From an optimization exercise on the open Yosys and OpenROAD flow, aimed at small area; shortcuts taken in it are not production practice.
Function was checked by simulation only, so behaviour that the tests miss may differ from the original.
Power is estimated from default activity; no workload was simulated. The clock port is modelled as an ideal driver; clocking choices that lean on that would not hold on a real chip.

`flow/flow/run.sh`:
```
#!/bin/bash
# Own layout flow: the standard layout (standard.sh) with three changes.
#  1. Synthesis maps the logic with the area recipe in abc_min_area.script. Every
#     other synthesis step is synth_recipe.tcl's, so the registers keep the standard
#     synthesis's names and cells (abc maps combinational logic only).
#  2. Port buffers are sky130_fd_sc_hd__buf_1.
#  3. Clock tree synthesis inserts no dummy loads.
# Each step writes its full output to a log of its own here (synth.log, layout.log);
# ORFS's per-stage logs are under orfs/logs/.
set -euo pipefail
flowdir=$(cd "$(dirname "${BASH_SOURCE[0]}")" && pwd)
work=$(pwd)
{
  printf 'set ::own_abc_script {%s}\n' "$flowdir/abc_min_area.script"
  cat "$flowdir/abc_wrap.tcl"
  cat synth_recipe.tcl
} > own_synth.tcl
sed "s#SYNTH_SCRIPT=[^ ]*#SYNTH_SCRIPT=$work/own_synth.tcl#" standard.sh > own_standard.sh
grep -q "SYNTH_SCRIPT=$work/own_synth.tcl" own_standard.sh
export BUFFER_PORTS_ARGS="-buffer_cell sky130_fd_sc_hd__buf_1"
export CTS_ARGS="-sink_clustering_enable -repair_clock_nets -dont_use_dummy_load -sink_clustering_size 30 -sink_clustering_max_diameter 100"
bash own_standard.sh synth > synth.log 2>&1
bash own_standard.sh > layout.log 2>&1
```
`flow/flow/abc_min_area.script`:
```
strash
ifraig
dc2
strash
dch
map -a
mfs2
strash
dch
map -a
```
`flow/flow/abc_wrap.tcl`:
```
# abc as ORFS's synth.tcl calls it, with its -script replaced by the own flow's.
proc abc {args} {
  set i [lsearch -exact $args -script]
  if { $i >= 0 } {
    lset args [expr { $i + 1 }] $::own_abc_script
  }
  yosys abc {*}$args
}
```
`flow/standard.sh`:
```
#!/bin/bash
# synth_recipe.tcl (not shown) runs the flow's synth.tcl, then flattens the netlist and writes it again
# the make line also repeats each setting of config.mk as NAME=value (left out here)
make -C /OpenROAD-flow-scripts/flow DESIGN_CONFIG=/design/flow/config.mk WORK_HOME=/design/flow/orfs CLKGATE_MAP_FILE= SYNTH_SCRIPT=/design/flow/synth_recipe.tcl "${@:-finish}"
```
`flow/config.mk`:
```
export PLATFORM = sky130hd
export DESIGN_NAME = ixj_line
export DESIGN_NICKNAME = ixj_line
export VERILOG_FILES = /design/flow/design.v
export SDC_FILE = /design/flow/constraint.sdc
export NUM_CORES = 8
export LEC_CHECK = 0
export ABC_AREA = 1
export CAP_MARGIN = 10
export CORE_MARGIN = 2
export CORE_UTILIZATION = 60
export GPL_TIMING_DRIVEN = 0
export PLACE_DENSITY = 0.7
export SLEW_MARGIN = 10
```
`flow/constraint.sdc`:
```
create_clock -name core_clock -period 30.0 [get_ports {clk}]
set_input_delay 6.0000 -clock core_clock [delete_from_list [all_inputs] [get_ports {clk}]]
set_output_delay 6.0000 -clock core_clock [all_outputs]
set_load 0.01 [all_outputs]
```
`flow/design.v`:
```
module ixj_matcher (
    input        clk,
    input        rst,
    input  [4:0] ph,
    input        clr,          
    input        fin1,         
    input        p2,           
    input        nn,           
    input        step,
    input        rise,
    input        fall,
    input        clr_pre,
    input        clr_post,
    input        dur_we,       
    input        ctl_we,       
    input        ctl_en,
    input        ctl_oneshot,
    input        rd,           
    input  [2:0] seg,          
    input        wbit,         
    output       o_wnom,
    output       o_delta,
    output       o_dur,
    output [2:0] state_o,
    output       en_o,
    output       oneshot_o,
    output reg   done,
    output       arm,        
    input  [5:0] sp_we,
    input  [5:0] sp_d,
    output [191:0] dd_o
);
    reg [2:0] state;
    wire      en      = dd[5][0];
    wire      oneshot = dd[5][31];
    reg       arm_we;
    reg       clr_pend;
    assign state_o   = state;
    assign en_o      = dd[5][12];      
    assign oneshot_o = dd[5][10];      
    wire       ph0 = (ph == 5'd0);
    wire       hi  = ph[4];
    wire [2:0] s     = clr_pre ? 3'd0 : state;
    reg  [2:0] t;                     
    always @(*) begin
        case (state)
            3'd1: t = 3'd0;
            3'd2: t = 3'd1;
            3'd3: t = 3'd2;
            3'd4: t = 3'd3;
            3'd5: t = 3'd4;
            3'd6: t = 3'd5;
            3'd7: t = 3'd6;
            default: t = 3'd7;
        endcase
    end
    wire [2:0] idx   = rd ? seg : (clr_pre ? 3'd7 : t);
    reg  [31:0] wn [0:5];
    reg  [31:0] dd [0:5];
    wire [5:0] wn0, dd0, dd16, dd17;
    genvar k;
    generate
        for (k = 0; k < 6; k = k + 1) begin : g_tap
            assign wn0[k]  = wn[k][0];
            assign dd0[k]  = dd[k][0];
            assign dd16[k] = dd[k][16];
            assign dd17[k] = dd[k][17];
            assign dd_o[32*k +: 32] = dd[k];
        end
    endgenerate
    function sel6;
        input [5:0] v;
        input [2:0] i;
        begin
            sel6 = i[2] ? (i[0] ? v[5] : v[4]) : v[i[1:0]];
        end
    endfunction
    wire w_b = sel6(wn0, idx);       
    wire d_b = sel6(dd16, idx);      
    wire u_a = sel6(dd0, idx);       
    wire e_a = sel6(dd17, idx);      
    assign o_wnom  = w_b;
    assign o_delta = d_b;
    assign o_dur   = u_a;
    wire lt13 = !ph[4] && !(ph[3] && ph[2] && (ph[1] || ph[0]));    
    wire dx  = d_b & lt13;                
    wire ux  = u_a & ~hi;
    reg  c1, c2, c3, c4, c5;
    wire xa   = p2 ? ux : ~w_b;
    wire c1_i = ph0 ? ~p2 : c1;
    wire u    = nn ^ xa ^ c1_i;
    wire c2_i = ph0 ? 1'b0 : c2;
    wire lo   = u ^ dx ^ c2_i;
    wire nu   = ~u;
    wire c3_i = ph0 ? 1'b1 : c3;
    wire hs   = dx ^ nu ^ c3_i;
    wire nz_i = (ph0 ? 1'b0 : c4) | ux;
    reg  [2:0] r;
    wire       e   = e_a & (ph[3:0] != 4'd15);
    wire       er  = e & hi & !p2;           
    reg  [2:0] rw;
    always @(*) begin
        case (ph[1:0])
            2'd0: rw = 3'd1;
            2'd1: rw = 3'd2;
            2'd2: rw = 3'd4;
            default: rw = 3'd3;
        endcase
    end
    reg  [2:0] rm;
    always @(*) begin
        rm = r;
        if (er) begin
            case ({r, ph[1:0]})
                {3'd0, 2'd0}: rm = 3'd1;  {3'd0, 2'd1}: rm = 3'd2;
                {3'd0, 2'd2}: rm = 3'd4;  {3'd0, 2'd3}: rm = 3'd3;
                {3'd1, 2'd0}: rm = 3'd2;  {3'd1, 2'd1}: rm = 3'd3;
                {3'd1, 2'd2}: rm = 3'd0;  {3'd1, 2'd3}: rm = 3'd4;
                {3'd2, 2'd0}: rm = 3'd3;  {3'd2, 2'd1}: rm = 3'd4;
                {3'd2, 2'd2}: rm = 3'd1;  {3'd2, 2'd3}: rm = 3'd0;
                {3'd3, 2'd0}: rm = 3'd4;  {3'd3, 2'd1}: rm = 3'd0;
                {3'd3, 2'd2}: rm = 3'd2;  {3'd3, 2'd3}: rm = 3'd1;
                {3'd4, 2'd0}: rm = 3'd0;  {3'd4, 2'd1}: rm = 3'd1;
                {3'd4, 2'd2}: rm = 3'd3;  {3'd4, 2'd3}: rm = 3'd2;
                default: rm = 3'd0;
            endcase
        end
    end
    wire rb   = (ph[3:2] == 2'd0) && (ph[1:0] != 2'd3) && r[ph[1:0]];
    wire nq   = e ^ rb ^ c2;
    wire q    = nq ^ c5 ^ c3;
    wire wsum = u;
    always @(posedge clk) begin
        c1 <= (nn & xa) | (nn & c1_i) | (xa & c1_i);
        if (p2) begin
            c2 <= hi & ((~e & (rb | c2)) | (rb & c2));
            c3 <= hi & ((q & c5) | (q & c3) | (c5 & c3));
            c4 <= hi & q;
            c5 <= hi & c4;
        end else begin
            c2 <= (u & dx) | (u & c2_i) | (dx & c2_i);
            c3 <= (dx & nu) | (dx & c3_i) | (nu & c3_i);
            c4 <= nz_i;
            c5 <= 1'b0;
        end
        r <= (ph0 && !p2) ? 3'd0 : rm;           
    end
    wire in_win = !lo && !hs;
    reg  [2:0] nstate;
    reg        nen;
    reg        arm_n;
    reg        armq;
    reg        chk;
    always @(*) begin
        nstate = s;
        nen    = en;
        done   = 1'b0;
        arm_n  = 1'b0;
        armq   = 1'b0;
        chk    = ((s == 3'd1 || s == 3'd3 || s == 3'd5) && fall) ||
                 ((s == 3'd2 || s == 3'd4 || s == 3'd6) && rise);
        if (step && en) begin
            if (s == 3'd0 && rise) begin
                armq = 1'b1;
            end else if (chk) begin
                if (!in_win) begin
                    nstate = 3'd0;
                end else if (s == 3'd6) begin
                    nstate = 3'd0;
                    done   = 1'b1;
                end else begin
                    armq = 1'b1;
                end
            end
            if (armq) begin
                if (!nz_i) begin
                    nstate = 3'd0;
                    done   = 1'b1;
                end else begin
                    arm_n  = 1'b1;       
                end
            end
            if (done && oneshot) nen = 1'b0;
        end
    end
    wire last = (ph == 5'd31);
    assign arm = arm_n;
    always @(posedge clk) begin
        if (rst) begin
            state    <= 3'd0;
            arm_we   <= 1'b0;
            clr_pend <= 1'b0;
        end else if (fin1) begin
            if (ctl_we) begin
                state   <= 3'd0;
            end else begin
                state <= arm_n ? s : (clr_post ? 3'd0 : nstate);
            end
            arm_we   <= arm_n;
            clr_pend <= clr_post && arm_n;
        end else if (p2 && last) begin
            arm_we   <= 1'b0;
            clr_pend <= 1'b0;
            if (arm_we) begin
                if (clr_pend) state <= 3'd0;
                else begin
                    case (state)
                        3'd0: state <= 3'd1;
                        3'd1: state <= 3'd2;
                        3'd2: state <= 3'd3;
                        3'd3: state <= 3'd4;
                        3'd4: state <= 3'd5;
                        default: state <= 3'd6;
                    endcase
                end
            end
        end
    end
    wire arm2 = p2 && arm_we;
    wire sp   = (ph[4:2] == 3'b111) && (ph[1:0] != 2'b00);    
    wire sp29 = sp && (ph[1:0] == 2'b01);
    wire en_n = ctl_we ? ctl_en : nen;
    generate
        for (k = 0; k < 6; k = k + 1) begin : g_seg
            wire hit   = (state == k);      
            wire wn_we = clr || (arm2 && hit);
            wire dd_we, dd_d;
            if (k == 5) begin : g_eo
                wire at30 = sp && (ph[1:0] == 2'b10);
                wire at31 = sp && (ph[1:0] == 2'b11);
                assign dd_we = clr || (dur_we && seg == k && !hi) || (arm2 && hit && hi && !sp) ||
                               (sp29 && sp_we[k]) || (at30 && ctl_we) || (at31 && fin1);
                assign dd_d  = sp29 ? sp_d[k] :
                               (!clr && (at30 ? ctl_oneshot : (at31 ? en_n : (p2 ? q : wbit))));
            end else begin : g_pl
                assign dd_we = clr || (dur_we && seg == k && !hi) || (arm2 && hit && hi && !sp) ||
                               (sp && sp_we[k]);
                assign dd_d  = sp ? sp_d[k] : (!clr && (p2 ? q : wbit));
            end
            wire wn_d  = !clr && wsum;
            always @(posedge clk) begin
                wn[k] <= {wn_we ? wn_d : wn[k][0], wn[k][31:1]};
                dd[k] <= {dd_we ? dd_d : dd[k][0], dd[k][31:1]};
            end
        end
    endgenerate
endmodule
module ixj_line (
    input             clk,
    input             rst,           
    input             cmd_valid,
    input      [31:0] cmd_word,
    output            cmd_ready,
    output reg        done,
    output     [31:0] rsp,
    output reg [1:0]  mode_wr_n,
    output     [1:0]  mode_wr_a,
    output     [1:0]  mode_wr_b,
    output            ringer,
    output            irq
);
    localparam [5:0] OP_NOP     = 6'h00, OP_TICK   = 6'h01, OP_LOCK    = 6'h02,
                     OP_UNLOCK  = 6'h03, OP_EVTRD  = 6'h04, OP_STATRD  = 6'h05,
                     OP_NOWRD   = 6'h06, OP_CADDUR = 6'h08, OP_CADCTL  = 6'h09,
                     OP_CADRD   = 6'h0A, OP_WINRD  = 6'h0B, OP_RSTART  = 6'h0C,
                     OP_RSTOP   = 6'h0D, OP_DAAHOOK= 6'h10, OP_DAACFG  = 6'h11,
                     OP_DAARD   = 6'h12;
    reg  [4:0] ph;
    reg        clr;         
    reg        run;         
    reg        p2;          
    wire       ph0  = (ph == 5'd0);
    wire       last = (ph == 5'd31);
    wire       hi   = ph[4];
    wire       idle = !clr && !p2;
    wire       p1   = run || (ph0 && cmd_valid && idle);
    wire       fin1 = run && last;
    assign cmd_ready = fin1;
    reg        lock;
    reg [7:0]  evt;
    reg [3:0]  fprev;
    reg        ring_act;
    reg [3:0]  slot;
    reg        ringer_r;
    reg [1:0]  mode;
    reg [1:0]  sh_sts;
    reg        wink_arm;
    reg        cid_pend;
    reg        sd_flag;     
    reg        rts_flag;    
    assign ringer = ringer_r;
    assign mode_wr_a = mode_wr_n[1] ? 2'd1 : mode;
    assign mode_wr_b = 2'd0;
    assign irq    = (evt != 8'd0);
    reg [31:0] now_l;       
    reg [31:0] sd_l;        
    reg [31:0] rts_l;       
    reg [31:0] wts_l;       
    reg [31:0] cid_l;       
    reg [31:0] rsp_l;       
    assign rsp = rsp_l;
    wire [31:0] w       = cmd_word;
    wire [5:0]  op      = w[31:26];
    wire [2:0]  f_idx   = w[25:23];
    wire [2:0]  f_seg   = w[22:20];
    wire [1:0]  f_which = w[19:18];
    wire [2:0]  f_sel   = w[25:23];
    wire idx_bad = f_idx[2] && (f_idx[1] || f_idx[0]);    
    wire seg_bad = f_seg[2] && f_seg[1];                   
    reg [2:0] code;
    always @(*) begin
        code = 3'd0;
        case (op)
            OP_NOP, OP_LOCK, OP_UNLOCK, OP_EVTRD, OP_STATRD, OP_NOWRD, OP_RSTOP:
                if (w[25:0] != 26'd0) code = 3'd2;
            OP_TICK:
                if (w[25:10] != 16'd0) code = 3'd2;
            OP_CADDUR:
                if (w[19:16] != 4'd0 || idx_bad || seg_bad) code = 3'd2;
            OP_CADRD:
                if (w[19:0] != 20'd0 || idx_bad || seg_bad) code = 3'd2;
            OP_WINRD:
                if (w[17:0] != 18'd0 || idx_bad || seg_bad || f_which == 2'd3) code = 3'd2;
            OP_CADCTL:
                if (w[22:2] != 21'd0 || idx_bad) code = 3'd2;
            OP_RSTART:
                if (w[25:16] != 10'd0) code = 3'd2;
            OP_DAAHOOK:
                if (w[25:1] != 25'd0) code = 3'd2;
            OP_DAACFG:
                if (w[22:16] != 7'd0 || f_sel == 3'd0 || f_sel[2]) code = 3'd2;
            OP_DAARD:
                if (w[22:0] != 23'd0 || f_sel == 3'd7) code = 3'd2;
            default:
                code = 3'd1;
        endcase
    end
    wire ok       = p1 && (code == 3'd0);
    wire is_tick  = (op == OP_TICK);
    wire tick_ok  = ok && is_tick;
    wire tick_run = tick_ok && !lock;
    wire [3:0] t_filt  = w[3:0];
    wire       t_rdet  = w[4];
    wire       t_vddok = w[5];
    wire       t_ringi = w[6];
    wire       t_cidi  = w[7];
    wire       t_cadi  = w[8];
    wire       t_cwsup = w[9];
    wire wbit = w[ph[3:0]];      
    reg  cn;
    wire now0 = now_l[0];
    wire cn_i = ph0 ? tick_ok : cn;
    wire nn   = now0 ^ cn_i;
    wire filt_run   = tick_run && !ring_act;
    wire daa_run    = tick_run;
    wire sleep_ring = daa_run && (mode == 2'd0) && t_ringi;
    wire m4_step    = daa_run && ((mode == 2'd1) || sleep_ring);
    reg  m4_clr_post;
    wire rd_rise = t_rdet & ~sh_sts[0];
    wire rd_fall = ~t_rdet & sh_sts[0];
    wire v_fall  = ~t_vddok & sh_sts[1];
    wire v_rise  = t_vddok & ~sh_sts[1];
    wire [4:0] m_step = {m4_step, {4{filt_run}}};
    wire [4:0] m_rise = {rd_rise, t_filt & ~fprev};
    wire [4:0] m_fall = {rd_fall, ~t_filt & fprev};
    wire [4:0] m_pre  = {sleep_ring, 4'd0};
    wire [4:0] m_post = {m4_clr_post, 4'd0};
    wire [4:0] m_arm;
    wire [4:0] m_done, m_wnom, m_delta, m_dur, m_en, m_oneshot;
    wire [2:0] m_state [0:4];
    wire       rd_m = p1 && !is_tick;
    reg  [2:0] segm1;
    always @(*) begin
        case (f_seg)
            3'd0: segm1 = 3'd5;
            3'd1: segm1 = 3'd0;
            3'd2: segm1 = 3'd1;
            3'd3: segm1 = 3'd2;
            3'd4: segm1 = 3'd3;
            default: segm1 = 3'd4;
        endcase
    end
    wire [2:0] seg_i = (op == OP_CADDUR || op == OP_CADRD) ? segm1 : f_seg;
    wire [191:0] m_dd [0:4];
    wire [5:0]   m_spwe [0:4];
    wire [5:0]   m_spd  [0:4];
    genvar gi;
    generate
        for (gi = 0; gi < 5; gi = gi + 1) begin : g_m
            ixj_matcher u_m (
                .clk        (clk),
                .rst        (rst),
                .ph         (ph),
                .clr        (clr),
                .fin1       (fin1),
                .p2         (p2),
                .nn         (nn),
                .step       (m_step[gi]),
                .rise       (m_rise[gi]),
                .fall       (m_fall[gi]),
                .clr_pre    (m_pre[gi]),
                .clr_post   (m_post[gi]),
                .dur_we     (ok && op == OP_CADDUR && f_idx == gi),
                .ctl_we     (ok && op == OP_CADCTL && f_idx == gi),
                .ctl_en     (w[0]),
                .ctl_oneshot(w[1]),
                .rd         (rd_m),
                .seg        (seg_i),
                .wbit       (wbit),
                .o_wnom     (m_wnom[gi]),
                .o_delta    (m_delta[gi]),
                .o_dur      (m_dur[gi]),
                .state_o    (m_state[gi]),
                .en_o       (m_en[gi]),
                .oneshot_o  (m_oneshot[gi]),
                .done       (m_done[gi]),
                .arm        (m_arm[gi]),
                .sp_we      (m_spwe[gi]),
                .sp_d       (m_spd[gi]),
                .dd_o       (m_dd[gi])
            );
        end
    endgenerate
    wire [1:0] spj = ph[1:0] - 2'd1;            
    wire [17:0] w18 = w[17:0];
    reg  [5:0] wk;                               
    integer kk;
    always @(*) begin
        for (kk = 0; kk < 6; kk = kk + 1)
            wk[kk] = w18[3*kk + spj];
    end
    localparam [17:0] RINGTO0 = 18'd500, WINKTIME0 = 18'd20, CIDSETTLE0 = 18'd50;
    reg  [5:0] r_ringto, r_wink, r_cids;         
    always @(*) begin
        for (kk = 0; kk < 6; kk = kk + 1) begin
            r_ringto[kk] = RINGTO0[3*kk + spj];
            r_wink[kk]   = WINKTIME0[3*kk + spj];
            r_cids[kk]   = CIDSETTLE0[3*kk + spj];
        end
    end
    wire [2:0] isr_n = {t_cadi, t_cidi, t_ringi};
    wire err_we = p1 && ((code != 3'd0) || (ok && op == OP_STATRD));
    assign m_spwe[0] = {6{clr || (ok && op == OP_DAACFG && f_sel == 3'd2)}};
    assign m_spwe[1] = {6{clr || (ok && op == OP_DAACFG && f_sel == 3'd1)}};
    assign m_spwe[2] = {6{clr || (ok && op == OP_DAACFG && f_sel == 3'd3)}};
    assign m_spwe[3] = {6{clr || (ok && op == OP_RSTART)}};
    assign m_spwe[4] = {4'b1111, clr || tick_run, clr || err_we};
    assign m_spd[0]  = clr ? r_ringto : wk;
    assign m_spd[1]  = clr ? r_wink   : wk;
    assign m_spd[2]  = clr ? r_cids   : wk;
    assign m_spd[3]  = clr ? 6'd0     : wk;
    assign m_spd[4]  = clr ? 6'd0     : {4'd0, isr_n[spj], code[spj]};
    wire [5:0] th;
    assign th[0] = (ph == 5'd0)  || (ph == 5'd1)  || (ph == 5'd2);
    assign th[1] = (ph == 5'd3)  || (ph == 5'd4)  || (ph == 5'd5);
    assign th[2] = (ph == 5'd6)  || (ph == 5'd7)  || (ph == 5'd8);
    assign th[3] = (ph == 5'd9)  || (ph == 5'd10) || (ph == 5'd11);
    assign th[4] = (ph == 5'd12) || (ph == 5'd13) || (ph == 5'd14);
    assign th[5] = (ph == 5'd15);
    function fld;
        input [191:0] d;
        input [5:0]   t;
        begin
            fld = (t[0] & d[29]) | (t[1] & d[32+26]) | (t[2] & d[64+23]) |
                  (t[3] & d[96+20]) | (t[4] & d[128+17]) | (t[5] & d[160+14]);
        end
    endfunction
    wire f_ringto = fld(m_dd[0], th);
    wire f_wink   = fld(m_dd[1], th);
    wire f_cids   = fld(m_dd[2], th);
    wire f_bmap   = fld(m_dd[3], th);
    wire [191:0] dd4 = m_dd[4];
    wire f_err    = dd4[18];         
    wire f_isr    = dd4[32+27];      
    reg  cs;
    wire cs_i  = ph0 ? 1'b1 : cs;
    wire nsd   = ~sd_l[0];
    wire sd_df = nn ^ nsd ^ cs_i;
    reg  cc1, cc2;
    wire cc1_i = ph0 ? 1'b0 : cc1;
    wire cc2_i = ph0 ? 1'b1 : cc2;
    wire csx   = f_cids;
    wire k50   = (ph == 5'd1) || (ph == 5'd4) || (ph == 5'd5);
    wire kadd  = (p2 || op == OP_RSTART) ? k50 : csx;
    wire cadd  = nn ^ kadd ^ cc1_i;
    wire s50   = cadd;
    wire cidn  = t_cidi ? cadd : cid_l[0];
    wire ncid  = ~cidn;
    wire cid_df = nn ^ ncid ^ cc2_i;
    reg  ct1, ct2;
    wire ct1_i = ph0 ? (!is_tick && f_which == 2'd0) : ct1;
    wire ct2_i = ph0 ? 1'b1 : ct2;
    wire conv  = (mode == 2'd2);
    wire tbase = conv ? (v_fall ? nn : wts_l[0])
                      : ((sleep_ring || rd_rise || rd_fall) ? nn : rts_l[0]);
    wire tcfg  = conv ? f_wink : f_ringto;
    wire wr_sub = (f_which == 2'd0);
    wire wn_s   = m_wnom[f_idx];
    wire lt13   = !ph[4] && !(ph[3] && ph[2] && (ph[1] || ph[0]));
    wire dl_s   = m_delta[f_idx] & lt13;
    wire dl_x   = wr_sub ? ~dl_s : ((f_which == 2'd2) ? dl_s : 1'b0);
    wire ta    = is_tick ? tbase : wn_s;
    wire tb    = is_tick ? tcfg : dl_x;
    wire tsum  = ta ^ tb ^ ct1_i;
    wire wsum  = tsum;
    wire ntsum = ~tsum;
    wire t_df  = nn ^ ntsum ^ ct2_i;
    always @(posedge clk) begin
        cn  <= now0 & cn_i;
        cs  <= (nn & nsd) | (nn & cs_i) | (nsd & cs_i);
        cc1 <= (nn & kadd) | (nn & cc1_i) | (kadd & cc1_i);
        cc2 <= (nn & ncid) | (nn & cc2_i) | (ncid & cc2_i);
        ct1 <= (ta & tb) | (ta & ct1_i) | (tb & ct1_i);
        ct2 <= (nn & ntsum) | (nn & ct2_i) | (ntsum & ct2_i);
    end
    wire need2 = tick_run && ((m_arm != 5'd0) || ring_act || rts_we);
    wire slot_reached = !sd_df;      
    wire cid_reached  = !cid_df;
    wire tmr_reached  = !t_df;
    reg  [1:0]  mode_n;
    reg  [1:0]  wr_n, wr_a, wr_b;
    reg         wink_arm_n;
    reg         cid_pend_n;
    reg  [7:4]  daa_evt;
    reg         rts_we;
    always @(*) begin
        mode_n      = mode;
        wr_n        = 2'd0;
        wr_a        = 2'd0;
        wr_b        = 2'd0;
        wink_arm_n  = wink_arm;
        cid_pend_n  = cid_pend;
        daa_evt     = 4'd0;
        m4_clr_post = 1'b0;
        rts_we      = 1'b0;
        if (daa_run) begin
            if (t_cidi) cid_pend_n = 1'b1;
            if (cid_pend_n && cid_reached) begin
                cid_pend_n = 1'b0;
                daa_evt[5] = 1'b1;
            end
            if (t_cadi) daa_evt[7] = 1'b1;
            if (sleep_ring) begin
                mode_n = 2'd1;
                wr_n   = 2'd1;
                wr_a   = 2'd1;
                rts_we = 1'b1;
            end
            if (mode_n == 2'd1) begin
                if (rd_rise || rd_fall) rts_we = 1'b1;
                if (m_done[4]) begin
                    daa_evt[4] = 1'b1;
                    rts_we     = 1'b1;
                end else if (tmr_reached) begin
                    mode_n      = 2'd0;
                    m4_clr_post = 1'b1;
                    if (wr_n == 2'd0) begin
                        wr_n = 2'd1;
                        wr_a = 2'd0;
                    end else begin
                        wr_n = 2'd2;
                        wr_b = 2'd0;
                    end
                end
            end else if (mode_n == 2'd2) begin
                if (v_fall) wink_arm_n = 1'b1;
                if (v_rise) wink_arm_n = 1'b0;
                if (wink_arm_n && tmr_reached) begin
                    daa_evt[6] = 1'b1;
                    mode_n     = 2'd0;
                    wink_arm_n = 1'b0;
                    wr_n       = 2'd1;
                    wr_a       = 2'd0;
                end
            end
        end else if (ok && op == OP_DAAHOOK) begin
            if (w[0]) begin
                if (mode != 2'd2) begin
                    if (mode == 2'd1) m4_clr_post = 1'b1;
                    mode_n = 2'd2;
                    wr_n   = 2'd1;
                    wr_a   = 2'd2;
                end
            end else if (mode == 2'd2) begin
                wink_arm_n = 1'b0;
                mode_n     = 2'd0;
                wr_n       = 2'd1;
                wr_a       = 2'd0;
            end
        end
    end
    wire [13:0] stat  = {f_err, f_err, f_err, 1'b1, irq, lock, slot, ringer_r, ring_act, mode};
    wire [8:0]  dstat = {cid_pend, wink_arm, sh_sts, f_isr, f_isr, f_isr, mode};
    wire        prev_s = (f_idx == 3'd4) ? sh_sts[0] : fprev[f_idx[1:0]];
    wire [5:0]  cadhi = {prev_s, m_oneshot[f_idx], m_en[f_idx], m_state[f_idx]};
    reg rd_we, rbit;
    always @(*) begin
        rd_we = 1'b1;
        rbit  = 1'b0;
        case (op)
            OP_LOCK:   rbit = ph0 & lock;
            OP_EVTRD:  rbit = (ph[4:3] == 2'd0) & evt[ph[2:0]];
            OP_STATRD: rbit = !ph[4] && !(ph[3] && ph[2] && ph[1]) && stat[ph[3:0]];
            OP_NOWRD:  rbit = now0;
            OP_CADRD:  rbit = hi ? (!ph[3] && !(ph[2] && ph[1]) && cadhi[ph[2:0]]) : m_dur[f_idx];
            OP_WINRD:  rbit = wsum;
            OP_DAARD:
                case (f_sel)
                    3'd0: rbit = !ph[4] && !(ph[3] && (ph[2] || ph[1] || ph[0])) && dstat[ph[3:0]];
                    3'd1: rbit = f_wink;
                    3'd2: rbit = f_ringto;
                    3'd3: rbit = f_cids;
                    3'd4: rbit = rts_l[0];
                    3'd5: rbit = wts_l[0];
                    default: rbit = cid_l[0];
                endcase
            default:   rd_we = 1'b0;
        endcase
        rd_we = rd_we && ok;
    end
    wire now_d = clr ? (ph[4] || (ph[3] && ph[2])) : nn;    
    wire sd_we = (ok && op == OP_RSTART) || (p2 && sd_flag);
    wire sd_d  = sd_we ? s50 : sd_l[0];
    wire rts_d = (p2 && rts_flag) ? nn : rts_l[0];
    wire wts_d = (daa_run && conv && v_fall) ? nn : wts_l[0];
    wire cid_d = (daa_run && t_cidi) ? cadd : cid_l[0];
    wire rsp_d = rd_we ? rbit : rsp_l[0];
    always @(posedge clk) begin
        now_l <= {now_d, now_l[31:1]};
        sd_l  <= {!clr && sd_d,  sd_l[31:1]};
        rts_l <= {!clr && rts_d, rts_l[31:1]};
        wts_l <= {!clr && wts_d, wts_l[31:1]};
        cid_l <= {!clr && cid_d, cid_l[31:1]};
        rsp_l <= {!clr && rsp_d, rsp_l[31:1]};
    end
    always @(posedge clk) begin
        if (fin1) begin
            rts_flag  <= rts_we;
            mode_wr_n <= wr_n;
        end
        if (fin1) sd_flag <= ok && is_tick && !lock && ring_act && slot_reached;
    end
    always @(posedge clk) begin
        if (rst) begin
            ph        <= 5'd0;
            clr       <= 1'b1;
            run       <= 1'b0;
            p2        <= 1'b0;
            done      <= 1'b0;
            lock      <= 1'b0;
            evt       <= 8'd0;
            fprev     <= 4'd0;
            ring_act  <= 1'b0;
            slot      <= 4'd15;
            ringer_r  <= 1'b0;
            mode      <= 2'd0;
            sh_sts    <= 2'd0;
            wink_arm  <= 1'b0;
            cid_pend  <= 1'b0;
        end else begin
            ph   <= ph + 5'd1;
            if (last) clr <= 1'b0;
            run  <= p1 && !last;
            done <= (fin1 && !need2) || (p2 && last);
            if (p2 && last) p2 <= 1'b0;
            if (p2 && ring_act && !hi && ph[3:0] == slot)
                ringer_r <= f_bmap & ringer_r;
            if (fin1) begin
                p2        <= need2;
                mode     <= mode_n;
                wink_arm <= wink_arm_n;
                cid_pend <= cid_pend_n;
                if (ok) begin
                    case (op)
                        OP_TICK: begin
                            if (!lock) begin
                                if (ring_act) begin
                                    ringer_r <= ~t_cwsup;
                                    if (slot_reached) begin
                                        slot    <= slot - 4'd1;
                                    end
                                end else begin
                                    fprev <= t_filt;
                                end
                                evt    <= evt | {daa_evt, m_done[3:0]};
                                sh_sts <= {t_vddok, t_rdet};
                            end
                        end
                        OP_LOCK:    lock <= 1'b1;
                        OP_UNLOCK:  lock <= 1'b0;
                        OP_EVTRD:   evt  <= 8'd0;
                        OP_RSTART: begin
                            ring_act <= 1'b1;
                            slot     <= 4'd15;
                            ringer_r <= 1'b0;
                        end
                        OP_RSTOP: begin
                            ring_act <= 1'b0;
                            ringer_r <= 1'b0;
                            slot     <= 4'd15;
                        end
                        default: ;
                    endcase
                end
            end
        end
    end
endmodule
```
==> results of run 1 <==
-- logic make-up (layout without fill, tap and decap cells) --
family / Yosys count / count (layout) / share of synthesized area
DFF: 2217 / 2217 / 0.8352
and+or+nand+nor: 724 / 724 / 0.05565
AOI/OAI and AO/OA: 652 / 652 / 0.07276
buffers and inverters: 296 / 462 / 0.02103
adders and majority gates: 43 / 43 / 0.01364
xor gates and xnor gates: 9 / 9 / 0.001482
other: 1 / 8 / 0.00007050
muxes: 1 / 1 / 0.0002117
-- flip-flops by register name (all words and copies together) (netlist names), 32 cells and up --
name	flops
g_m.u_m.dd	960
g_m.u_m.wn	960
cid_l	32
now_l	32
rsp_l	32
rts_l	32
sd_l	32
wts_l	32
-- placed cells by master, fill, tap and decap left out, types with 4 or more instances in the layout --
cell type / n
o211ai_1: 10
a21oi_1: 201
ha_1: 18
o221ai_1: 27
edfxtp_1: 4
fa_1: 25
nand4_1: 7
o21ai_0: 221
nor4_1: 7
nand2_1: 237
o2111ai_1: 13
buf_1: 73
o21a_1: 4
a32oi_1: 7
a221oi_1: 13
o31ai_1: 9
xor2_1: 6
a211oi_1: 22
o41ai_1: 5
clkinv_1: 293
a31oi_1: 35
dfxtp_1: 2211
nor2_1: 324
nand3_1: 82
or2_2: 5
buf_4: 4
diode_2: 6
o22ai_1: 32
nor3_1: 51
a22oi_1: 30
clkbuf_16: 85
-- how the worst max path moves through the flow --
stage	startpoint	to	depth (start not counted)
2_1_floorplan	cmd_word[23]	g_m[4].u_m.state[0]$_SDFFE_PP0P_	39
3_3_place_gp	cmd_word[23]	g_m[4].u_m.state[0]$_SDFFE_PP0P_	40
3_5_place_dp	cmd_word[23]	g_m[4].u_m.state[0]$_SDFFE_PP0P_	41
4_1_cts	cmd_word[23]	g_m[4].u_m.state[0]$_SDFFE_PP0P_	41
5_1_grt	cmd_word[23]	g_m[4].u_m.state[0]$_SDFFE_PP0P_	41
6_report	cmd_word[23]	g_m[4].u_m.state[0]$_SDFFE_PP0P_	41
-- worst reg2reg max path, delay by kind of cell, from the launching register on --
kind	cells	cell delay (ns)
simple gates	13	3.98
buf+inv	11	3.97
fa+ha+maj	3	1.89
flops	1	0.69
compound gates	11	3.35
-- cell usage after synthesis --
master / n
xor2_1: 6
buf_4: 2
a221oi_1: 13
and2_2: 2
clkinv_1: 294
fa_1: 25
nor4_1: 8
a21boi_0: 1
ha_1: 18
nor3_1: 52
and3_2: 1
nand2_1: 237
xnor2_1: 3
nand3_1: 82
o21a_1: 4
o31ai_1: 9
o22ai_1: 32
o32ai_1: 3
a21oi_1: 201
edfxtp_1: 4
o311ai_0: 3
conb_1: 1
o2111ai_1: 13
o221ai_1: 27
and3b_2: 1
or2_2: 5
nand4_1: 7
a22o_2: 1
a32oi_1: 7
mux2_2: 1
o21ai_0: 223
dfxtp_1: 2213
o41ai_1: 5
a22oi_1: 30
o221a_2: 3
o31a_2: 1
a31oi_1: 36
o22a_2: 3
a211oi_1: 22
nand3b_1: 2
nor2_1: 327
o211ai_1: 10
a32o_1: 2
a41oi_1: 3
-- final cells by class --
| type | instances | area (um^2) |
|---|---|---|
| plain buffers | 2 | 15.01 |
| flip-flops and latches | 2217 | 44430 |
| fillers | 6517 | 30900 |
| inverters | 294 | 1105 |
| multi-input cells | 1431 | 7682 |
| well taps | 1165 | 1458 |
| repair buffers | 81 | 375.4 |
| diodes | 6 | 15.01 |
| clock buffers | 85 | 2127 |
-- routing by layer --
| layer | vias up | GRT usage |
|---|---|---|
| met5 | - | 0 |
| met2 | 952 | 0.3944 |
| met1 | 13040 | 0.3388 |
| met3 | 271 | 0.04647 |
| met4 | 8 | 0.1152 |
| li1 | 13160 | - |
-- stage by stage --
| stage | cells | utilization |
|---|---|---|
| 2_1_floorplan | 3944 | - |
| 3_3_place_gp | 5183 | 0.6235 |
| 3_5_place_dp | 5190 | 0.6250 |
| 4_1_cts | 5275 | 0.6491 |
| 5_1_grt | 5275 | 0.6491 |
| 6_report | 5281 | 0.6493 |
-- power breakdown --
group / internal (mW) / total [mW] / switching [mW]
clock network: 0.512 / 1.31 / 0.799
logic: 0.0260 / 0.0918 / 0.0658
registers: 2.95 / 2.95 / 0.00442
total: 3.48 / 4.35 / 0.869
==> results.yml, run 1 <==
worst_setup_path:
  r2r_end: "g_m[4].u_m.state[0]$_SDFFE_PP0P_"
  crit_arrival_ns: 17.79
  crit_top_cell: "clkinv_1"
  critPathTopFamily: "simple AND/OR/NAND/NOR gates"
  path_buf_inv: 11
  ff2ff_setup_slack_ns: 16.07
  rr_worst_depth: 38
  endpoint_kind: "flop"
  worstPathRequired_ns: 30.61
  crit_slowest_cell: "fa_1"
  r2r-start: "ph[1]$_SDFF_PP0_"
  critPathMaxFanout: 9
  path_class: "in -> reg"
  cp-start-kind: "primary input"
  critPathMaxStageDelay_ns: 0.75
worst_hold_path:
  hold_class: "reg -> reg"
  hold_depth: 0
  whs_endpoint: "g_m[3].u_m.dd[5][11]$_DFF_P_"
  min-delay-start: "g_m[3].u_m.dd[5][12]$_DFF_P_"
pwr:
  p_total_mw: 4.354
  powerDensity_nw_per_um2: 76.12
  vdd_drop_max_v: 0.00007521
  p_leak_nw: 21.76
placed_design:
  hpwlAfterDp_mm: 77.90
  port_buffers: 74
  pre_cts_ws_ns: 12.70
  gp_congestion: 1.008
  place_area_um2: 55060
detailed_routing:
  m1WireLength_mm: 49.51
  vias: 27430
  via_per_inst: 5.195
  wl_met2_mm: 50.62
  drt_wl_total_mm: 113.6
  ant_nets: 0
  route.met3.wl_mm: 7.955
  wl_per_cell_um: 21.50
  first_pass_iters: 6
  drt-initial-drc-count: 2452
  dr.max_layer_used: "met5"
  drc_errors: 0
logic_synthesis:
  ys_types: 44
  yosys-top-cells-area: "dfxtp_1 (83%), nor2_1 (2.3%), o21ai_0 (2.1%)"
  synthCells: 3943
  ys_warn_count: 4
  synth-seq-cells: 2217
  syn_area_um2: 53190
  avgSynthCellArea_um2: 13.49
  ys_seq_area_frac: 0.8352
  synth_top_cell_area_share: 0.8329
  yosys.area.top_type: "dfxtp_1"
floorplan:
  die_width_um: 301.7
  row_count: 109
  die_y_um: 301.7
  die-area_um2: 91050
  coreArea_um2: 88100
  pin_count: 77
  initial_utilization: 0.6037
clock_network:
  clkTransAtPathRegs_ns: 0.12
  clock_sinks: 2217
  cts_setup_buffers: 0
  cts-root-buf: "clkbuf_16"
  ctsLongestPathBuffers: 3
  cts_tree: "yes"
  post_cts_resized: 0
  holdBufCountCts: 0
  numCtsBuffers: 85
  htreeDepth: 3
  insertion_delay_ns: 0.69
global_route:
  grt_pass1_vias: 26560
  grt_max_degree: 45
  antenna_found_initial: 10
  grt_use_total: 0.2502
  grt_pass1_wl_mm: 166.4
  grt.overflow.total: 0
final_layout:
  drive_gt1_frac: 0.02993
  nNetsFinal: 4190
  final_cell_area_um2: 57200
  area_growth_pct: 7.541
timing:
  fin_crit_ns: 17.18
  fmaxAchievable_mhz: 58.20
  slew_headroom: 0.1272
  drv_slew: 0
  worst_pin_slew_ns: 1.299
  hold_violations: 0
  timing.hold.ws_ns: 0.2888
  rsz0062_at_grt: "no"
  skew_ns: 0.09381
  setup_viol: 0
  period_share: 0.5728
  tns_ns: 0
  fin_ws_ns: 12.82
run:
  drv_cap: 0
outcome:
  status: "finished clean"
==> run 2, diff against run 1 <==
==> flow/flow/abc_min_area.script (replaced) <==
strash
ifraig
dc2
strash
dch -f
map -a
mfs2
strash
dch -f
map -a
mfs2
strash
dch -f
map -a
mfs2
strash
dch -f
map -a
mfs2
strash
dch -f
map -a
mfs2
strash
dch -f
map -a
mfs2
strash
dch -f
map -a
mfs2
strash
dch -f
map -a
==> run 2 against run 1 <==
Effect of this change:
- still clean
- global-route usage decreased by 0.70 points
- synthesized cell count decreased by 2.1%
- count of clock-buffer cells in the layout unchanged
- first-iteration DRC count decreased by 6.0%
- final area decreased by 0.60%
- clock power about the same
- sequential power about the same
- largest cell class unchanged
- largest power group unchanged
==> results.yml, run 2 <==
final_layout:
  final_cell_area_um2: 56860
  reg.largest.list: "g_m.u_m.dd x960, g_m.u_m.wn x960"
  mostFrequentLayoutCells: "dfxtp_1 (2211), nor2_1 (329), nand2_1 (255)"
  area_growth_pct: 7.590
  drive_gt1_frac: 0.02952
  fin_util: 0.6534
  layout_commonest_cell: "dfxtp_1"
  nNetsFinal: 4111
floorplan:
  row_count: 108
  die_width_um: 300.8
  die_y_um: 300.8
  die-area_um2: 90470
  coreArea_um2: 87020
  pin_count: 77
  initial_utilization: 0.6073
clock_network:
  post_cts_resized: 0
  clkTransAtPathRegs_ns: 0.10
  numCtsBuffers: 85
  ctsLongestPathBuffers: 3
  clock_sinks: 2217
  cts-root-buf: "clkbuf_16"
  htreeDepth: 3
  cts_setup_buffers: 0
  insertion_delay_ns: 0.68
  holdBufCountCts: 0
  cts_tree: "yes"
logic_synthesis:
  yosysMostFrequentCell: "dfxtp_1"
  syn_area_um2: 52850
  synthArstFlopShare: 0
  ys_types: 48
  synth-seq-cells: 2217
  synth_common_cells: "dfxtp_1 (2213), nor2_1 (333), nand2_1 (255)"
  synth_top_cell_area_share: 0.8383
  ys.flop_type: "dfxtp_1"
  synth-edff-count: 4
  synthCells: 3862
  ys_warn_count: 4
  ys_seq_area_frac: 0.8406
  avgSynthCellArea_um2: 13.68
  yosys.area.top_type: "dfxtp_1"
  yosys-top-cells-area: "dfxtp_1 (84%), nor2_1 (2.4%), a21oi_1 (1.9%)"
worst_setup_path:
  cp-start-kind: "primary input"
  r2r_end: "done$_SDFF_PP0_"
  ff2ff_setup_slack_ns: 16.45
  crit_slowest_cell: "o21ai_0"
  rr_worst_depth: 35
  critPathMaxFanout: 11
  crit_arrival_ns: 18.27
  worstPathRequired_ns: 30.49
  r2r-start: "ph[1]$_SDFF_PP0_"
  crit_top_cell: "nor2_1"
  critPathMaxStageDelay_ns: 0.84
  path_class: "in -> reg"
  endpoint_kind: "flop"
detailed_routing:
  ant_nets: 0
  drt_wl_total_mm: 109.7
  vias: 26830
  wl_per_cell_um: 21.14
  drc_errors: 0
  drt-initial-drc-count: 2304
  via_per_inst: 5.171
  first_pass_iters: 6
global_route:
  grt.overflow.total: 0
  grt_pass1_wl_mm: 161.5
  grt_use_total: 0.2432
  antenna_found_initial: 7
  grt_pass1_vias: 25740
  grt_max_degree: 41
placed_design:
  port_buffers: 74
  place_area_um2: 54730
  gp_congestion: 1.015
  hpwlAfterDp_mm: 72.39
worst_hold_path:
  hold_depth: 0
  min-delay-start: "now_l[14]$_DFF_P_"
  whs_endpoint: "now_l[13]$_DFF_P_"
  hold_class: "reg -> reg"
outcome:
  status: "finished clean"
pwr:
  p_clk_frac: 0.302
  vdd_drop_max_v: 0.00007881
  p_total_mw: 4.352
  pwr-share-seq: 0.678
  internal_power_mw: 3.483
  p_comb_frac: 0.020
  p_switching_mw: 0.8694
  netSwitchingFraction: 0.1997
  powerDensity_nw_per_um2: 76.55
  p_leak_nw: 21.69
timing:
  timing.hold.ws_ns: 0.2870
  rsz0062_at_grt: "no"
  fmaxAchievable_mhz: 56.24
  setup_viol: 0
  slew_headroom: 0.05446
  worst_pin_slew_ns: 1.418
  drv_slew: 0
  hold_violations: 0
  tns_ns: 0
  skew_ns: 0.05957
  fin_crit_ns: 17.78
  period_share: 0.5927
run:
  drv_cap: 0
run 2: changes by cell type after synthesis, sizes merged, moves of 4 or more:
cell and delta:
o21ai -53, clkinv -46, nand3 -26, a22oi +24
nand2 +18, o221ai -15, nand4 +7, a211oi -6
nor2 +6, o32ai +6, o311ai +4
run 2: worst max-delay path: cells and delay by family:
| family | cells | cell delay [ns] |
|---|---|---|
| fa+ha+maj | 2 | 1.11 |
| buf+inv | 9 | 3.00 |
| simple gates | 16 | 4.01 |
| compound gates | 12 | 4.09 |
run 2: stage by stage:
| stage | std cells | setup WS (ns) |
|---|---|---|
| after floorplan | 3863 | 16.31 |
| after global placement | 5092 | 10.50 |
| after detailed placement | 5101 | 12.01 |
| after CTS | 5186 | 12.61 |
| after global routing | 5187 | 11.53 |
| final | 5188 | 12.22 |
run 2: routing by layer:
layer | vias to the layer above | part of all wire | wire [um] | track usage
met5 | - | 0.00022 | 24 | 0
met4 | 4 | 0.049 | 5384 | 0.1105
met3 | 268 | 0.061 | 6708 | 0.03672
met2 | 947 | 0.44 | 48640 | 0.3785
met1 | 12680 | 0.45 | 48910 | 0.3394
li1 | 12930 | - | - | -
run 2: power groups by stage:
stage / combinational, mW / clock [mW] / sequential [mW]
floorplan: 0.0492 / 0 / 3.02
global placement: 0.0813 / 0 / 3.02
detailed placement: 0.0828 / 0 / 3.02
CTS: 0.0835 / 1.35 / 2.95
global route: 0.0928 / 1.44 / 2.95
finish: 0.0861 / 1.32 / 2.95
run 2: cell families after synthesis:
group / after synthesis / synth area share
compound gates: 613 / 0.07003
xor+xnor: 10 / 0.001657
fa+ha+maj: 43 / 0.01373
buf+inv: 250 / 0.01790
flops: 2217 / 0.8406
mux: 1 / 0.0002131
other cells: 1 / 0.00007096
simple gates: 727 / 0.05583
run 2: how the worst max path moves through the flow:
stage	startpoint	endpoint	slack [ns]	cells after the start
2_1_floorplan	cmd_word[23]	g_m[4].u_m.state[2]$_SDFFE_PP0P_	16.31	39
3_3_place_gp	cmd_word[24]	done$_SDFF_PP0_	10.50	38
3_5_place_dp	cmd_word[24]	done$_SDFF_PP0_	12.01	39
4_1_cts	cmd_word[24]	done$_SDFF_PP0_	12.61	39
5_1_grt	cmd_word[24]	g_m[4].u_m.state[2]$_SDFFE_PP0P_	11.53	41
6_report	cmd_word[24]	done$_SDFF_PP0_	12.22	39
run 2: layout make-up:
cell class,instances,area (um^2)
Timing Repair Buffer,83,405.4
Buffer,2,15.01
Fill cell,6182,30160
Tap cell,1155,1445
Sequential cell,2217,44430
Inverter,248,932.1
Clock buffer,85,2127
Antenna cell,2,5.005
Multi-Input combinational cell,1396,7505
==> run 3, diff against run 2 <==
--- a/flow/config.mk
+++ b/flow/config.mk
@@ -8,7 +8,7 @@
 export ABC_AREA = 1
 export CAP_MARGIN = 10
 export CORE_MARGIN = 2
-export CORE_UTILIZATION = 60
+export CORE_UTILIZATION = 65
 export GPL_TIMING_DRIVEN = 0
-export PLACE_DENSITY = 0.7
+export PLACE_DENSITY = 0.75
 export SLEW_MARGIN = 10
==> run 3 against run 2 <==
Effect of this change:
- still clean
- synthesized area unchanged
- clock skew up 0.042 ns
- final area down 0.22%
- largest cell class unchanged
==> results.yml, run 3 <==
outcome:
  status: "finished clean"
clock_network:
  cts-root-buf: "clkbuf_16"
  cts_setup_buffers: 0
  post_cts_resized: 0
  ctsLongestPathBuffers: 3
  insertion_delay_ns: 0.70
  clock_sinks: 2217
  htreeDepth: 3
  cts_tree: "yes"
  numCtsBuffers: 85
  clkTransAtPathRegs_ns: 0.10
  holdBufCountCts: 0
detailed_routing:
  drt-initial-drc-count: 2246
  vias: 27160
  drt_wl_total_mm: 109.9
  via_per_inst: 5.327
  wl_per_cell_um: 21.55
  drc_errors: 0
  ant_nets: 0
  first_pass_iters: 5
timing:
  hold_violations: 0
  tns_ns: 0
  period_share: 0.5928
  fmaxAchievable_mhz: 56.23
  drv_slew: 0
  timing.hold.ws_ns: 0.2560
  fin_crit_ns: 17.79
  slew_headroom: 0.08352
  rsz0062_at_grt: "no"
  setup_viol: 0
  skew_ns: 0.1019
  fin_ws_ns: 12.21
  worst_pin_slew_ns: 1.370
worst_setup_path:
  cp-start-kind: "primary input"
  crit_arrival_ns: 18.31
  endpoint_kind: "flop"
  path_class: "in -> reg"
  crit_top_cell: "nor2_1"
  critPathMaxStageDelay_ns: 0.94
  crit_slowest_cell: "o21ai_0"
  ff2ff_setup_slack_ns: 16.25
  critPathMaxFanout: 11
  worstPathRequired_ns: 30.52
final_layout:
  mostFrequentLayoutCells: "dfxtp_1 (2211), nor2_1 (329), nand2_1 (255)"
  layout_commonest_cell: "dfxtp_1"
  area_growth_pct: 7.349
  nNetsFinal: 4110
  multi_input_area_um2: 7505
  nFillCells: 5264
  reg.largest.list: "g_m.u_m.dd x960, g_m.u_m.wn x960"
  drive_gt1_frac: 0.02928
  regArea_um2: 44430
pwr:
  p_leak_nw: 21.68
  netSwitchingFraction: 0.1990
  p_comb_frac: 0.020
  powerDensity_nw_per_um2: 76.64
  internal_power_mw: 3.483
  pwr-share-seq: 0.679
  vdd_drop_max_v: 0.00006740
  p_clk_frac: 0.302
  p_switching_mw: 0.8655
logic_synthesis:
  synth-edff-count: 4
  yosys.area.top_type: "dfxtp_1"
  synthArstFlopShare: 0
  synth-seq-cells: 2217
  synth_common_cells: "dfxtp_1 (2213), nor2_1 (333), nand2_1 (255)"
  ys_types: 48
  avgSynthCellArea_um2: 13.68
  yosys-top-cells-area: "dfxtp_1 (84%), nor2_1 (2.4%), a21oi_1 (1.9%)"
  yosysMostFrequentCell: "dfxtp_1"
  synth_top_cell_area_share: 0.8383
  syn_area_um2: 52850
  synthCells: 3862
  ys.flop_type: "dfxtp_1"
  ys_warn_count: 4
  ys_seq_area_frac: 0.8406
global_route:
  grt_use_total: 0.2650
  grt_pass1_wl_mm: 162.5
  antenna_found_initial: 9
  grt_max_degree: 46
  grt.overflow.total: 0
  grt_pass1_vias: 26610
worst_hold_path:
  hold_class: "reg -> reg"
placed_design:
  hpwlAfterDp_mm: 73.03
  port_buffers: 74
  pre_cts_ws_ns: 12.07
  gp_congestion: 1.027
floorplan:
  row_count: 104
  die_width_um: 289.1
  initial_utilization: 0.6561
  coreArea_um2: 80550
  pin_count: 77
  die_y_um: 289.1
  die-area_um2: 83600
run:
  drv_cap: 0
==> run 3: cell types whose count changed in the layout (fill, tap and decap cells not counted), sizes merged <==
cell   previous run  this run
buf              85        84
diode             2         8
==> run 3: final timing paths <==
path                                                     end                    startpoint  depth (start not counted)
worst min-delay path            g_m[0].u_m.dd[2][28]$_DFF_P_  g_m[0].u_m.dd[2][29]$_DFF_P_                          0
worst min register to register  g_m[0].u_m.dd[2][28]$_DFF_P_  g_m[0].u_m.dd[2][29]$_DFF_P_                          0
worst max-delay path                         done$_SDFF_PP0_                  cmd_word[24]                         37
worst max register to register               done$_SDFF_PP0_              ph[1]$_SDFF_PP0_                         34
==> run 3: cells by family after synthesis <==
| family | Yosys count | synth area share |
|---|---|---|
| compound gates | 613 | 0.07003 |
| xor+xnor | 10 | 0.001657 |
| fa+ha+maj | 43 | 0.01373 |
| buf+inv | 250 | 0.01790 |
| flops | 2217 | 0.8406 |
| mux | 1 | 0.0002131 |
| other cells | 1 | 0.00007096 |
| simple gates | 727 | 0.05583 |
==> run 3: cell type report <==
cell class                 count  area share
buffer                         2   0.0002647
sequential                  2217      0.7831
multi-input combinational   1396      0.1323
timing repair buffer          82    0.006727
inverter                     248     0.01643
tap                         1060     0.02338
clock buffer                  85     0.03749
antenna                        8   0.0003529
==> run 3: power groups by stage <==
stage          combinational [mW]  sequential (mW)  clock [mW]
2_1_floorplan              0.0492             3.02           0
3_5_place_dp               0.0829             3.02           0
3_3_place_gp               0.0805             3.02           0
4_1_cts                    0.0836             2.95        1.34
6_report                   0.0859             2.95        1.31
5_1_grt                    0.0934             2.95        1.43
==> run 3: metrics by stage <==
step           area [um^2]  total power, mW  instances  utilization
6_report             56730            4.348       5098       0.7043
5_1_grt              56720            4.476       5093       0.7042
4_1_cts              56710            4.376       5090       0.7041
3_5_place_dp         54580            3.101       5005       0.6777
3_3_place_gp         54460            3.099       4997       0.6761
2_1_floorplan        52850            3.066       3863            -
==> run 3: worst max-delay path: cells and delay by family <==
family,cells,cell delay [ns]
simple gates,14,3.58
compound gates,12,4.67
buf+inv,9,2.93
fa+ha+maj,2,1.09
==> run 3: routing by layer <==
metal  vias to the layer above  share of wire  GRT usage
met3                       294          0.068    0.04055
met4                         6          0.051     0.1227
met1                     12930           0.43     0.3588
li1                      12940              -          -
met5                         -        0.00042          0
met2                       988           0.45     0.4245
==> run 4, diff against run 3 <==
--- a/flow/flow/run.sh
+++ b/flow/flow/run.sh
@@ -18,6 +18,6 @@
 sed "s#SYNTH_SCRIPT=[^ ]*#SYNTH_SCRIPT=$work/own_synth.tcl#" standard.sh > own_standard.sh
 grep -q "SYNTH_SCRIPT=$work/own_synth.tcl" own_standard.sh
 export BUFFER_PORTS_ARGS="-buffer_cell sky130_fd_sc_hd__buf_1"
-export CTS_ARGS="-sink_clustering_enable -repair_clock_nets -dont_use_dummy_load -sink_clustering_size 30 -sink_clustering_max_diameter 100"
+export CTS_ARGS="-sink_clustering_enable -repair_clock_nets -dont_use_dummy_load -sink_clustering_size 32 -sink_clustering_max_diameter 90"
 bash own_standard.sh synth > synth.log 2>&1
 bash own_standard.sh > layout.log 2>&1
==> run 4 against run 3 <==
Effect of this change:
- global-route usage about the same
- final cell count about the same
- still clean
- combinational power about the same
- clock skew increased by 0.0073 ns
- critical path depth unchanged
- largest cell class unchanged
- count of clock-buffer cells in the layout decreased by 3
==> results.yml, run 4 <==
clock_network:
  post_cts_resized: 0
  ctsLongestPathBuffers: 3
  htreeDepth: 3
  numCtsBuffers: 82
  cts-root-buf: "clkbuf_16"
  clock_sinks: 2217
  cts_tree: "yes"
  insertion_delay_ns: 0.68
  clkTransAtPathRegs_ns: 0.12
  holdBufCountCts: 0
  cts_setup_buffers: 0
timing:
  drv_slew: 0
  setup_viol: 0
  hold_violations: 0
  skew_ns: 0.1092
  worst_pin_slew_ns: 1.360
  period_share: 0.5958
  timing.hold.ws_ns: 0.2576
  fin_crit_ns: 17.87
  slew_headroom: 0.09030
  rsz0062_at_grt: "no"
  tns_ns: 0
  fmaxAchievable_mhz: 55.95
detailed_routing:
  first_pass_iters: 6
  ant_nets: 0
  drt_wl_total_mm: 110.2
  via_per_inst: 5.323
  wl_per_cell_um: 21.63
  drc_errors: 0
  drt-initial-drc-count: 2130
  vias: 27110
final_layout:
  area_growth_pct: 7.197
  reg.largest.list: "g_m.u_m.dd x960, g_m.u_m.wn x960"
  nFillCells: 5273
  layout_commonest_cell: "dfxtp_1"
  drive_gt1_frac: 0.02856
  mostFrequentLayoutCells: "dfxtp_1 (2211), nor2_1 (329), nand2_1 (255)"
  nNetsFinal: 4107
worst_setup_path:
  critPathMaxFanout: 11
  rr_worst_depth: 34
  crit_cells: 37
  r2r_end: "done$_SDFF_PP0_"
  crit_arrival_ns: 18.37
  worstPathRequired_ns: 30.50
  crit_slowest_cell: "o21ai_0"
  crit_start: "cmd_word[24]"
  cp-start-kind: "primary input"
  path_class: "in -> reg"
  endpoint_kind: "flop"
  critPathTopFamily: "compound AO/OA/AOI/OAI gates"
  r2r-start: "ph[1]$_SDFF_PP0_"
  endpoint: "done$_SDFF_PP0_"
  path_buf_inv: 9
  ff2ff_setup_slack_ns: 15.96
  crit_top_cell: "nor2_1"
  critPathMaxStageDelay_ns: 0.95
logic_synthesis:
  yosysMostFrequentCell: "dfxtp_1"
  synth_common_cells: "dfxtp_1 (2213), nor2_1 (333), nand2_1 (255)"
  ys_types: 48
  ys_seq_area_frac: 0.8406
  synth_adder_area_share: 0.01373
  synthArstFlopShare: 0
  ys_warn_count: 4
  synth-seq-cells: 2217
  yosys.area.top_type: "dfxtp_1"
  yosys-top-cells-area: "dfxtp_1 (84%), nor2_1 (2.4%), a21oi_1 (1.9%)"
  syn_area_um2: 52850
  muxShareOfSynthArea: 0.0002131
  synth-edff-count: 4
  ys.flop_type: "dfxtp_1"
  synthXorXnorAreaFrac: 0.001657
  synthSimpleGateAreaFrac: 0.05583
  synth_top_family_by_area: "compound AO/OA/AOI/OAI gates"
  synth_top_cell_area_share: 0.8383
  synthCells: 3862
  avgSynthCellArea_um2: 13.68
  synth_compound_area_frac: 0.07003
floorplan:
  initial_utilization: 0.6561
  row_count: 104
  die_y_um: 289.1
  die-area_um2: 83600
  die_width_um: 289.1
  pin_count: 77
  coreArea_um2: 80550
pwr:
  p_leak_nw: 21.65
  vdd_drop_max_v: 0.00006220
  powerDensity_nw_per_um2: 76.50
global_route:
  grt_pass1_vias: 26470
  antenna_found_initial: 11
  grt_pass1_wl_mm: 162.5
  grt.overflow.total: 0
  grt_max_degree: 46
  grt_use_total: 0.2647
worst_hold_path:
  hold_class: "reg -> reg"
outcome:
  status: "finished clean"
placed_design:
  hpwlAfterDp_mm: 73.03
  gp_congestion: 1.027
  port_buffers: 74
run:
  drv_cap: 0
## run 4: cell counts after synthesis
No cell type changed its count.
## run 4: through the flow
step	instances	total power, mW	setup slack (ns)	utilization	area [um^2]
6_report	5093	4.334	12.13	0.7033	56650
2_1_floorplan	3863	3.066	16.31	-	52850
3_3_place_gp	4997	3.099	10.79	0.6761	54460
3_5_place_dp	5005	3.101	12.07	0.6777	54580
4_1_cts	5087	4.356	12.68	0.7031	56640
5_1_grt	5090	4.458	11.58	0.7032	56640
## run 4: final cells by class
class                      count  area, um^2  area share
sequential                  2217       44430      0.7842
multi-input combinational   1396        7505      0.1325
clock buffer                  82        2052     0.03622
tap                         1060        1326     0.02341
inverter                     248       932.1     0.01645
timing repair buffer          82       381.6    0.006736
buffer                         2       15.01   0.0002650
antenna                        6       15.01   0.0002650
## run 4: layer usage
metal	vias to the layer above	GRT usage	part of all wire
met5	-	0	0.00050
met4	8	0.1195	0.049
met3	304	0.04394	0.062
met2	990	0.4236	0.45
met1	12900	0.3577	0.44
li1	12910	-	-
## run 4: cell families after synthesis
group	count (synthesis)
AND/OR/NAND/NOR	727
other	1
adder cells (fa/ha/maj)	43
AO/OA/AOI/OAI	613
flip-flops	2217
multiplexers	1
XOR/XNOR	10
buffers and inverters	250
## run 4: worst min path at each step
stage / start / end / cells after the start
after CTS: g_m[3].u_m.dd[5][13]$_DFF_P_ / g_m[3].u_m.dd[5][12]$_DFF_P_ / 0
after floorplan: cid_l[1]$_DFF_P_ / cid_l[0]$_DFF_P_ / 0
after global placement: g_m[1].u_m.dd[3][28]$_DFF_P_ / g_m[1].u_m.dd[3][27]$_DFF_P_ / 0
after detailed placement: g_m[1].u_m.wn[1][27]$_DFF_P_ / g_m[1].u_m.wn[1][26]$_DFF_P_ / 0
final: g_m[3].u_m.dd[5][13]$_DFF_P_ / g_m[3].u_m.dd[5][12]$_DFF_P_ / 0
after global routing: g_m[3].u_m.dd[5][13]$_DFF_P_ / g_m[3].u_m.dd[5][12]$_DFF_P_ / 0
## run 4: power by group
part | switching, mW | internal (mW) | leakage (nW)
combinational | 0.0619 | 0.0242 | 2.78
clock | 0.800 | 0.496 | 1.01
sequential | 0.00476 | 2.95 | 17.9
==> run 5, diff against run 4 <==
--- a/flow/flow/run.sh
+++ b/flow/flow/run.sh
@@ -18,6 +18,6 @@
 sed "s#SYNTH_SCRIPT=[^ ]*#SYNTH_SCRIPT=$work/own_synth.tcl#" standard.sh > own_standard.sh
 grep -q "SYNTH_SCRIPT=$work/own_synth.tcl" own_standard.sh
 export BUFFER_PORTS_ARGS="-buffer_cell sky130_fd_sc_hd__buf_1"
-export CTS_ARGS="-sink_clustering_enable -repair_clock_nets -dont_use_dummy_load -sink_clustering_size 32 -sink_clustering_max_diameter 90"
+export CTS_ARGS="-sink_clustering_enable -repair_clock_nets -dont_use_dummy_load -sink_clustering_size 30 -sink_clustering_max_diameter 100 -buf_list {sky130_fd_sc_hd__clkbuf_4 sky130_fd_sc_hd__clkbuf_8 sky130_fd_sc_hd__clkbuf_16} -sink_clustering_buffer sky130_fd_sc_hd__clkbuf_16"
 bash own_standard.sh synth > synth.log 2>&1
 bash own_standard.sh > layout.log 2>&1
--- a/flow/config.mk
+++ b/flow/config.mk
@@ -8,7 +8,7 @@
 export ABC_AREA = 1
 export CAP_MARGIN = 10
 export CORE_MARGIN = 2
-export CORE_UTILIZATION = 65
+export CORE_UTILIZATION = 60
 export GPL_TIMING_DRIVEN = 0
-export PLACE_DENSITY = 0.75
+export PLACE_DENSITY = 0.7
 export SLEW_MARGIN = 10
==> run 5 against run 4 <==
Effect of this change:
- worst hold slack improved by 0.029 ns
- global-route usage fell by 2.2 points
- register-to-register slack improved by 0.49 ns
- largest power group unchanged
- fmax rose by 0.54%
- synthesized area did not move
- sequential power barely moved
- count of clock-buffer cells in the layout rose by 3
- synthesized cell count did not move
- total power rose by 0.43%
- routed wire length fell by 0.47%
- via count fell by 1.0%
- highest routed layer unchanged
==> results.yml, run 5 <==
outcome:
  status: "finished clean"
final_layout:
  reg.largest.list: "g_m.u_m.dd x960, g_m.u_m.wn x960"
  layout_commonest_cell: "dfxtp_1"
  drive_gt1_frac: 0.02952
  nNetsFinal: 4111
  final_cell_area_um2: 56860
  area_growth_pct: 7.590
  mostFrequentLayoutCells: "dfxtp_1 (2211), nor2_1 (329), nand2_1 (255)"
worst_setup_path:
  critPathMaxStageDelay_ns: 0.84
  path_class: "in -> reg"
  worstPathRequired_ns: 30.49
  crit_start: "cmd_word[24]"
  critPathTopFamily: "compound AO/OA/AOI/OAI gates"
  crit_top_cell: "nor2_1"
  path_buf_inv: 9
  endpoint_kind: "flop"
  ff2ff_setup_slack_ns: 16.45
  r2r-start: "ph[1]$_SDFF_PP0_"
  cp-start-kind: "primary input"
  crit_arrival_ns: 18.27
  crit_slowest_cell: "o21ai_0"
  critPathMaxFanout: 11
detailed_routing:
  drc_errors: 0
  via_per_inst: 5.171
  wl_per_cell_um: 21.14
  drt-initial-drc-count: 2304
  vias: 26830
  first_pass_iters: 6
  ant_nets: 0
  drt_wl_total_mm: 109.7
floorplan:
  pin_count: 77
  initial_utilization: 0.6073
  die-area_um2: 90470
  coreArea_um2: 87020
  die_y_um: 300.8
  row_count: 108
  die_width_um: 300.8
logic_synthesis:
  synth_adder_area_share: 0.01373
  avgSynthCellArea_um2: 13.68
  synth-seq-cells: 2217
  syn_area_um2: 52850
  synthArstFlopShare: 0
  synth_top_family_by_area: "compound AO/OA/AOI/OAI gates"
  yosys.area.top_type: "dfxtp_1"
  synth_common_cells: "dfxtp_1 (2213), nor2_1 (333), nand2_1 (255)"
  muxShareOfSynthArea: 0.0002131
  synthCells: 3862
  synth_compound_area_frac: 0.07003
  yosys-top-cells-area: "dfxtp_1 (84%), nor2_1 (2.4%), a21oi_1 (1.9%)"
  ys_seq_area_frac: 0.8406
  ys_types: 48
  ys.flop_type: "dfxtp_1"
  synthXorXnorAreaFrac: 0.001657
  synthSimpleGateAreaFrac: 0.05583
  yosysMostFrequentCell: "dfxtp_1"
  synth-edff-count: 4
  synth_top_cell_area_share: 0.8383
  ys_warn_count: 4
global_route:
  grt_use_total: 0.2432
  antenna_found_initial: 7
  grt_pass1_vias: 25740
  grt.overflow.total: 0
  grt_pass1_wl_mm: 161.5
  grt_max_degree: 41
timing:
  period_share: 0.5927
  fmaxAchievable_mhz: 56.24
  tns_ns: 0
  fin_crit_ns: 17.78
  skew_ns: 0.05957
  drv_slew: 0
  hold_violations: 0
  rsz0062_at_grt: "no"
  slew_headroom: 0.05446
  setup_viol: 0
  worst_pin_slew_ns: 1.418
clock_network:
  cts_setup_buffers: 0
  post_cts_resized: 0
  clkTransAtPathRegs_ns: 0.10
  cts-root-buf: "clkbuf_16"
  cts_tree: "yes"
  htreeDepth: 3
  holdBufCountCts: 0
  numCtsBuffers: 85
  clock_sinks: 2217
  ctsLongestPathBuffers: 3
  insertion_delay_ns: 0.68
placed_design:
  port_buffers: 74
  hpwlAfterDp_mm: 72.39
  place_area_um2: 54730
  gp_congestion: 1.015
pwr:
  pwr-share-seq: 0.678
  internal_power_mw: 3.483
  netSwitchingFraction: 0.1997
  vdd_drop_max_v: 0.00007881
  powerDensity_nw_per_um2: 76.55
  p_comb_frac: 0.020
  p_clk_frac: 0.302
  p_switching_mw: 0.8694
  p_leak_nw: 21.69
worst_hold_path:
  hold_class: "reg -> reg"
  min-delay-start: "now_l[14]$_DFF_P_"
run:
  drv_cap: 0
-- run 5: cell counts after synthesis --
No cell type changed its count.
-- run 5: cell type report --
cell class	count	area, um^2
sequential	2217	44430
clock buffer	85	2127
timing repair buffer	83	405.4
antenna	2	5.005
fill	6182	30160
tap	1155	1445
buffer	2	15.01
multi-input combinational	1396	7505
inverter	248	932.1
-- run 5: power groups by stage --
stage	Sequential [mW]	Clock (mW)	Combinational (mW)
floorplan	3.02	0	0.0492
global placement	3.02	0	0.0813
detailed placement	3.02	0	0.0828
CTS	2.95	1.35	0.0835
global route	2.95	1.44	0.0928
finish	2.95	1.32	0.0861
-- run 5: final timing paths --
check / depth (start not counted) / end
worst max register to register: 35 / done$_SDFF_PP0_
worst min-delay path: 0 / now_l[13]$_DFF_P_
worst max-delay path: 39 / done$_SDFF_PP0_
worst min register to register: 0 / now_l[13]$_DFF_P_
-- run 5: metal layers --
metal | share of wire | wire length [um] | vias to the layer above | GRT usage
met5 | 0.00022 | 24 | - | 0
met1 | 0.45 | 48910 | 12680 | 0.3394
met2 | 0.44 | 48640 | 947 | 0.3785
li1 | - | - | 12930 | -
met3 | 0.061 | 6708 | 268 | 0.03672
met4 | 0.049 | 5384 | 4 | 0.1105
-- run 5: cell families (layout without fill, tap and decap cells) --
group | Yosys count | after routing
adder cells (fa/ha/maj) | 43 | 43
multiplexers | 1 | 1
buffers and inverters | 250 | 418
flip-flops | 2217 | 2217
AND/OR/NAND/NOR | 727 | 727
XOR/XNOR | 10 | 10
AO/OA/AOI/OAI | 613 | 613
other | 1 | 4
-- run 5: metrics by stage --
step / utilization / std cells / setup slack, ns / hold WS [ns] / total power, mW
floorplan: - / 3863 / 16.31 / 0.3096 / 3.066
global placement: 0.6271 / 5092 / 10.50 / 0.3095 / 3.100
detailed placement: 0.6289 / 5101 / 12.01 / 0.3121 / 3.101
CTS: 0.6533 / 5186 / 12.61 / 0.2803 / 4.385
global route: 0.6534 / 5187 / 11.53 / 0.2743 / 4.490
finish: 0.6534 / 5188 / 12.22 / 0.2870 / 4.352

## static timing again, ports no longer ideal
The flow's constraints put no driver on any port. The routed layouts listed below were extracted and timed again, unchanged, in two steps. Step 1, drivers: a clkbuf_16 drives clk and a buf_2 each remaining input, both assumed. Step 2, shift: input delay + t, output delay - t, t = (earliest + latest rising clock arrival at the registers) / 2. This alone moves slack from input paths to output paths. Three values: no drivers, after step 1, after step 2; two values: the first two.
| run | shift t [ns] | setup slack, ns | worst setup path after step 2 |
|---|---|---|---|
| run 1 | 0.713 | 12.817 / 12.851 / 12.138 | input to register |
| run 2 | 0.719 | 12.221 / 12.241 / 11.522 | input to register |
| run 3 | 0.716 | 12.215 / 12.210 / 11.494 | input to register |
| run 4 | 0.699 | 12.125 / 12.123 / 11.424 | input to register |
| run 5 | 0.719 | 12.221 / 12.241 / 11.522 | input to register |
After both steps setup and hold are still met in every run listed. The setup slack of run 3, which loses most, moves by -0.005 ns with the drivers and by -0.721 ns with both steps.
